Source: an optimization exercise on an open RTL-to-GDS flow (aim: small area). Production flows keep margins and buffers that such runs may drop.
In this exercise RTL edits were held to simulation tests only and were not proved equivalent to the original.
Power is estimated from default activity; no workload was simulated.

rev 12:
## cu_codec
module cu_codec (
    input  wire        clk,
    input  wire        rst_n,
    input  wire        req_valid,
    output wire        req_ready,
    input  wire [7:0]  req_op,
    input  wire [31:0] req_a,
    input  wire [31:0] req_v,
    input  wire [31:0] req_r,
    input  wire        close,
    output wire        rsp_valid,
    output wire [2:0]  rsp_code,
    output wire [2:0]  rsp_kind,
    output wire [31:0] rsp_fuel,
    output wire [3:0]  rsp_start,
    output wire [3:0]  rsp_mode,
    output wire [7:0]  rsp_pit,
    output wire [3:0]  rsp_display,
    output wire [4:0]  rsp_tm_addr,
    output wire [31:0] rsp_tm_stamp,
    output wire [3:0]  rsp_tm_sector,
    output wire [31:0] rsp_version,
    output wire [15:0] rsp_raw_len,
    output wire [63:0] rsp_raw_head,
    output reg  [15:0] discards,
    output wire        tx_valid,
    input  wire        tx_ready,
    output wire [7:0]  tx_data,
    output wire        tx_last,
    input  wire [1:0]  tx_status,
    input  wire        rx_valid,
    output wire        rx_ready,
    input  wire [7:0]  rx_data,
    input  wire        rx_last,
    input  wire        rx_timeout,
    input  wire        rx_ioerr,
    output wire        diag_valid,
    output wire [7:0]  diag_byte
);
For scale: roughly 740 cells after synthesis, roughly 370 I/O pins, about 6300 um2 of cells after synthesis.
clock: 12.0 ns
lec_check: 0
cap_margin: 20
core_margin: 2
core_utilization: 55
place_density: 0.65
slew_margin: 20
standard.sh (not shown) runs the stock make flow with config.mk's settings and CLKGATE_MAP_FILE= SYNTH_SCRIPT=/design/flow/synth_recipe.tcl, a recipe that flattens the netlist after the stock synthesis.
==> flow/flow/run.sh <==
#!/bin/bash
# The standard layout (standard.sh) with these changes:
#  - synthesis maps with an area-oriented ABC script (abc_area_map.script:
#    a timed &deepsyn AIG search, then choice-based area mapping) instead of
#    ORFS's delay-oriented one, and may not pick the larger-drive variants of
#    logic cells (synth_dont_use.txt, added to the platform's don't-use list
#    for synthesis only); registers are untouched;
#  - each port gets the smallest buffer (buf_1) instead of the resizer's pick;
#  - CTS uses clkbuf_8 and inserts no dummy loads.
set -euo pipefail
here=$(pwd)
rm -rf "$here/scripts_local"
cp -r "$FLOW_HOME/scripts" "$here/scripts_local"
cp "$here/flow/abc_area_map.script" "$here/scripts_local/abc_speed.script"
export SCRIPTS_DIR="$here/scripts_local"
export BUFFER_PORTS_ARGS="-buffer_cell sky130_fd_sc_hd__buf_1"
export CTS_ARGS="-sink_clustering_enable -repair_clock_nets -dont_use_dummy_load -buf_list sky130_fd_sc_hd__clkbuf_8"
base=$(make -s -C "$FLOW_HOME" DESIGN_CONFIG="$here/config.mk" WORK_HOME="$here/orfs" print-DONT_USE_CELLS 2> "$here/print.log" | sed -n 's/^DONT_USE_CELLS: //p')
[[ "$base" == *sky130_fd_sc_hd__lpflow* ]] || { echo "could not read the platform's DONT_USE_CELLS" >&2; exit 1; }
bash standard.sh synth "DONT_USE_CELLS=$base $(cat "$here/flow/synth_dont_use.txt")" > "$here/synth.log" 2>&1
bash standard.sh > "$here/flow.log" 2>&1
Other scripts of this flow, unchanged in this note and not shown: flow/flow/abc_area_map.script, flow/flow/synth_dont_use.txt
Rev 12 ended with every stage complete and zero timing, DRC or antenna violations.
## Diff of input files: rev 13 against rev 12
-- flow/design.v --
<<< rev 12, line 35
    input  wire        rx_timeout,
    input  wire        rx_ioerr,
    output wire        diag_valid,
    output wire [7:0]  diag_byte
);
    reg  [3:0]  st;
    wire s_resp  = st[3];
    wire s_idle  = ~st[3] & ~st[2] & ~st[1] & ~st[0];
    wire s_send  = ~st[3] & ~st[2] & ~st[1] &  st[0];
    wire s_await = ~st[3] &  st[1];
    wire s_dec   = ~st[3] &  st[2] & ~st[1];
    wire drop    = st[2];
    reg         closed;
>>> rev 13, line 35
    input  wire        rx_timeout,
    input  wire        rx_ioerr,
    output reg         diag_valid,
    output wire [7:0]  diag_byte
);
    reg  [3:0]  st;
    wire s_resp  = st[3];
    wire s_idle  = ~st[3] & ~st[1] & ~st[0];
    wire s_send  = ~st[3] & ~st[1] &  st[0];
    wire s_await = ~st[3] &  st[1] & ~st[0];
    wire s_dec   = ~st[3] &  st[1] &  st[0];
    wire drop    = st[2];
    reg         closed;
<<< rev 12, line 182
    assign rsp_raw_head  = {p[6], p[5], p[4], p[3], p[2], p[1], p[0], key};
    assign diag_byte     = p[6];
    assign diag_valid    = s_await & st[0];
    always @(posedge clk) begin
        if (!rst_n) begin
            st         <= 4'd0;
            closed     <= 1'b0;
            ph         <= 3'd0;
        end else begin
            ph         <= ph6 ? 3'd0 : ph + 3'd1;
            if (close)
>>> rev 13, line 182
    assign rsp_raw_head  = {p[6], p[5], p[4], p[3], p[2], p[1], p[0], key};
    assign diag_byte     = p[6];
    always @(posedge clk) begin
        if (!rst_n) begin
            st         <= 4'd0;
            closed     <= 1'b0;
            diag_valid <= 1'b0;
            ph         <= 3'd0;
        end else begin
            diag_valid <= disc_ev;
            ph         <= ph6 ? 3'd0 : ph + 3'd1;
            if (close)
<<< rev 12, line 208
                    if (rx_timeout)     st <= {1'b1, 3'd4};
                    else if (rx_ioerr)  st <= {1'b1, 3'd5};
                    else if (!rx_last)  st <= {1'b0, drop_now, 1'b1, disc_ev};
                    else if (drop_now)  st <= {3'b001, disc_ev};
                    else if (is_lap1)   st <= 4'b0001;
                    else                st <= 4'b0100;
                end else begin
                    st[0] <= 1'b0;
                end
            end else if (s_dec) begin
>>> rev 13, line 209
                    if (rx_timeout)     st <= {1'b1, 3'd4};
                    else if (rx_ioerr)  st <= {1'b1, 3'd5};
                    else if (!rx_last)  st <= {1'b0, drop_now, 2'b10};
                    else if (drop_now)  st <= 4'b0010;
                    else if (is_lap1)   st <= 4'b0001;
                    else                st <= 4'b0011;
                end
            end else if (s_dec) begin
==> run summary <==
Rev 13 was carried through to the last stage, and its layout satisfied the timing, DRC and antenna checks. Taking rev 12 as the reference, in rev 13 area of the mapped netlist fell 84 um2, multi-input combinational cell count rose 3. Going from rev 12 to rev 13, the die area was shrunk. Power group with the largest share = registers: rev 13; power group with the largest share = combinational logic: rev 12. Rev 13 vs rev 12: distinct cell type count of the synthesized netlist up by a few percent. Compared with rev 12, rev 13 improves area of the core. Comparing rev 13 and rev 12, the lower final standard cell area without fillers is on rev 13. A origin of the worst setup path of rx_data[0] is what rev 13 shows, while op[3] belongs to rev 12. Looking at vias after detailed routing, rev 13 sits 215 lower than rev 12 does. Compared with rev 12, in rev 13 routed wire length went down; die height lost about 0.64%.

---

PW:
Another version of the RTL of cu_codec (not shown whole).
For scale: roughly 780 cells after synthesis, roughly 110 flip-flops, roughly 0.0070 mm^2 of cells after synthesis.
clock: 12.0 ns
lec_check: 0
cap_margin: 20
core_margin: 2
core_utilization: 55
place_density: 0.65
slew_margin: 20
==> flow/flow/run.sh <==
#!/bin/bash
# The standard layout (standard.sh) with three changes:
#  - synthesis maps with an area-oriented ABC script (abc_area_map.script)
#    instead of ORFS's delay-oriented one; registers are untouched;
#  - each port gets the smallest buffer (buf_1) instead of the resizer's pick;
#  - CTS uses clkbuf_8 and inserts no dummy loads.
set -euo pipefail
here=$(pwd)
rm -rf "$here/scripts_local"
cp -r "$FLOW_HOME/scripts" "$here/scripts_local"
cp "$here/flow/abc_area_map.script" "$here/scripts_local/abc_speed.script"
export SCRIPTS_DIR="$here/scripts_local"
export BUFFER_PORTS_ARGS="-buffer_cell sky130_fd_sc_hd__buf_1"
export CTS_ARGS="-sink_clustering_enable -repair_clock_nets -dont_use_dummy_load -buf_list sky130_fd_sc_hd__clkbuf_8"
bash standard.sh > "$here/flow.log" 2>&1
==> flow/flow/abc_area_map.script <==
strash
dch -f
amap
buffer -c
Relative to PW, the following input files were edited for TR:
--- a/flow/design.v
+++ b/flow/design.v
@@ -214,25 +214,27 @@
     wire [16:0] d_t;
     assign d_t[0] = disc_ev && !(&discards);
     genvar g;
     generate
         for (g = 0; g < 16; g = g + 1) begin : g_disc
             assign d_t[g+1] = d_t[g] && discards[g];
             always @(posedge clk)
-                discards[g] <= !d_clr && (discards[g] ^ d_t[g]);
+                if (d_clr || d_t[g])
+                    discards[g] <= !d_clr && !discards[g];
         end
     endgenerate
     wire        c_clr = s_idle || (tx_take && tx_last) || lap_end;
     wire [16:0] c_t;
     assign c_t[0] = tx_take || (take_data && !drop_now && !(&cnt));
     generate
         for (g = 0; g < 16; g = g + 1) begin : g_cnt
             assign c_t[g+1] = c_t[g] && cnt[g];
             always @(posedge clk)
-                cnt[g] <= !c_clr && (cnt[g] ^ c_t[g]);
+                if (c_clr || c_t[g])
+                    cnt[g] <= !c_clr && !cnt[g];
         end
     endgenerate
     wire clr_s  = take_data && first && match && !is_lap1;
     wire dg_s   = disc_ev;
     wire wr_s   = mdata && !is_lap1 && ~|cnt[15:4];
     wire [3:0] bus_e = rx_data[3:0] & {4{!clr_s}};
     wire [3:0] bus_o = ((is_req && !first) ? rx_data[3:0] : rx_data[7:4]) & {4{!clr_s}};
Results
TR went all the way through the flow, and no timing, DRC or antenna check failed. Compared with PW, TR shows combined area of the multi-input logic cells that has gone down by more than 10%. TR vs. PW: number of buffers and inverters on the critical path now sits higher; maximum frequency went down; sequential share of layout area climbed 3.6 points; met2 wire length climbed 6.3%; post-layout worst setup margin lost 0.18 ns. Diff PW -> TR | proportion of layout cells with a drive suffix above 1 | decrease of 2.4 points. Diff PW -> TR | critical path depth | decrease of 7.

---

== orange ==
RTL: one of the versions met above, not the one the previous note started from.
Size: roughly 110 flip-flops, roughly 370 I/O pins, roughly 6400 µm² of cells after synthesis.
Settings: LEC_CHECK=0, CAP_MARGIN=20, CORE_MARGIN=2, CORE_UTILIZATION=55, PLACE_DENSITY=0.65, SLEW_MARGIN=20; clock period 12.0 ns.
==> flow/flow/run.sh <==
#!/bin/bash
# The standard layout (standard.sh) with three changes:
#  - synthesis maps with an area-oriented ABC script (abc_area_map.script:
#    a timed &deepsyn AIG search, then choice-based area mapping)
#    instead of ORFS's delay-oriented one; registers are untouched;
#  - each port gets the smallest buffer (buf_1) instead of the resizer's pick;
#  - CTS uses clkbuf_8 and inserts no dummy loads.
set -euo pipefail
here=$(pwd)
rm -rf "$here/scripts_local"
cp -r "$FLOW_HOME/scripts" "$here/scripts_local"
cp "$here/flow/abc_area_map.script" "$here/scripts_local/abc_speed.script"
export SCRIPTS_DIR="$here/scripts_local"
export BUFFER_PORTS_ARGS="-buffer_cell sky130_fd_sc_hd__buf_1"
export CTS_ARGS="-sink_clustering_enable -repair_clock_nets -dont_use_dummy_load -buf_list sky130_fd_sc_hd__clkbuf_8"
bash standard.sh > "$here/flow.log" 2>&1
==> flow/flow/abc_area_map.script <==
strash
&get -n
&deepsyn -T 60
&put
dch -f
amap
buffer -c
The inputs of purple differ from those of orange as listed below.
-- flow/design.v --
<<< orange, line 35
    input  wire        rx_timeout,
    input  wire        rx_ioerr,
    output wire        diag_valid,
    output wire [7:0]  diag_byte
);
    reg  [3:0]  st;
    wire s_resp  = st[3];
    wire s_idle  = ~st[3] & ~st[2] & ~st[1] & ~st[0];
    wire s_send  = ~st[3] & ~st[2] & ~st[1] &  st[0];
    wire s_await = ~st[3] &  st[1];
    wire s_dec   = ~st[3] &  st[2] & ~st[1];
    wire drop    = st[2];
    reg         closed;
>>> purple, line 35
    input  wire        rx_timeout,
    input  wire        rx_ioerr,
    output reg         diag_valid,
    output wire [7:0]  diag_byte
);
    reg  [3:0]  st;
    wire s_resp  = st[3];
    wire s_idle  = ~st[3] & ~st[1] & ~st[0];
    wire s_send  = ~st[3] & ~st[1] &  st[0];
    wire s_await = ~st[3] &  st[1] & ~st[0];
    wire s_dec   = ~st[3] &  st[1] &  st[0];
    wire drop    = st[2];
    reg         closed;
<<< orange, line 182
    assign rsp_raw_head  = {p[6], p[5], p[4], p[3], p[2], p[1], p[0], key};
    assign diag_byte     = p[6];
    assign diag_valid    = s_await & st[0];
    always @(posedge clk) begin
        if (!rst_n) begin
            st         <= 4'd0;
            closed     <= 1'b0;
            ph         <= 3'd0;
        end else begin
            ph         <= ph6 ? 3'd0 : ph + 3'd1;
            if (close)
>>> purple, line 182
    assign rsp_raw_head  = {p[6], p[5], p[4], p[3], p[2], p[1], p[0], key};
    assign diag_byte     = p[6];
    always @(posedge clk) begin
        if (!rst_n) begin
            st         <= 4'd0;
            closed     <= 1'b0;
            diag_valid <= 1'b0;
            ph         <= 3'd0;
        end else begin
            diag_valid <= disc_ev;
            ph         <= ph6 ? 3'd0 : ph + 3'd1;
            if (close)
<<< orange, line 208
                    if (rx_timeout)     st <= {1'b1, 3'd4};
                    else if (rx_ioerr)  st <= {1'b1, 3'd5};
                    else if (!rx_last)  st <= {1'b0, drop_now, 1'b1, disc_ev};
                    else if (drop_now)  st <= {3'b001, disc_ev};
                    else if (is_lap1)   st <= 4'b0001;
                    else                st <= 4'b0100;
                end else begin
                    st[0] <= 1'b0;
                end
            end else if (s_dec) begin
>>> purple, line 209
                    if (rx_timeout)     st <= {1'b1, 3'd4};
                    else if (rx_ioerr)  st <= {1'b1, 3'd5};
                    else if (!rx_last)  st <= {1'b0, drop_now, 2'b10};
                    else if (drop_now)  st <= 4'b0010;
                    else if (is_lap1)   st <= 4'b0001;
                    else                st <= 4'b0011;
                end
            end else if (s_dec) begin
## What came out
purple finished end to end and its layout was clean on timing, DRC and antenna. In purple the wire length turned out about 2.8% lower than in orange. The worst hold margin of purple is lower than that of orange. Final-stage net count: higher on orange. purple: non-clock buffer count 0.80% below orange. Summary of purple over orange: logic depth of the worst register-to-register path went down 5, power consumption lower. purple against orange: number of vias after detailed routing now sits at about the same level; area growth from synthesis to layout -0.75 points; post-placement cell count lost 7.

## separate check: timing with driven ports
Ports are ideal in the flow. The routed layouts listed here were re-timed in OpenROAD.
Step 1, drivers: a clkbuf_16 drives clk and a buf_2 each remaining input, both assumed.
Step 2 also shifts input and output timing later by t, the mid clock arrival at the registers, as if the neighbouring blocks saw the same clock.
a / b / c = no drivers / after step 1 / after step 2; a / b = the first two.
run	t (ns)	setup WS [ns]	worst data-port slew with drivers (ns)
rev 12	0.414	5.013 / 4.978 / 4.837	0.05
rev 13	0.422	5.569 / 5.578 / 5.156	0.05
PW	0.402	5.376 / 5.376 / 5.147	0.09
TR	0.395	5.196 / 5.209 / 4.814	0.07
orange	0.416	4.942 / 4.904 / 4.953	0.05
purple	0.415	5.003 / 4.965 / 5.088	0.06
After both steps every run listed still meets setup and hold. The setup slack of rev 13, which loses most, moves by +0.009 ns with the drivers and by -0.413 ns with both steps.
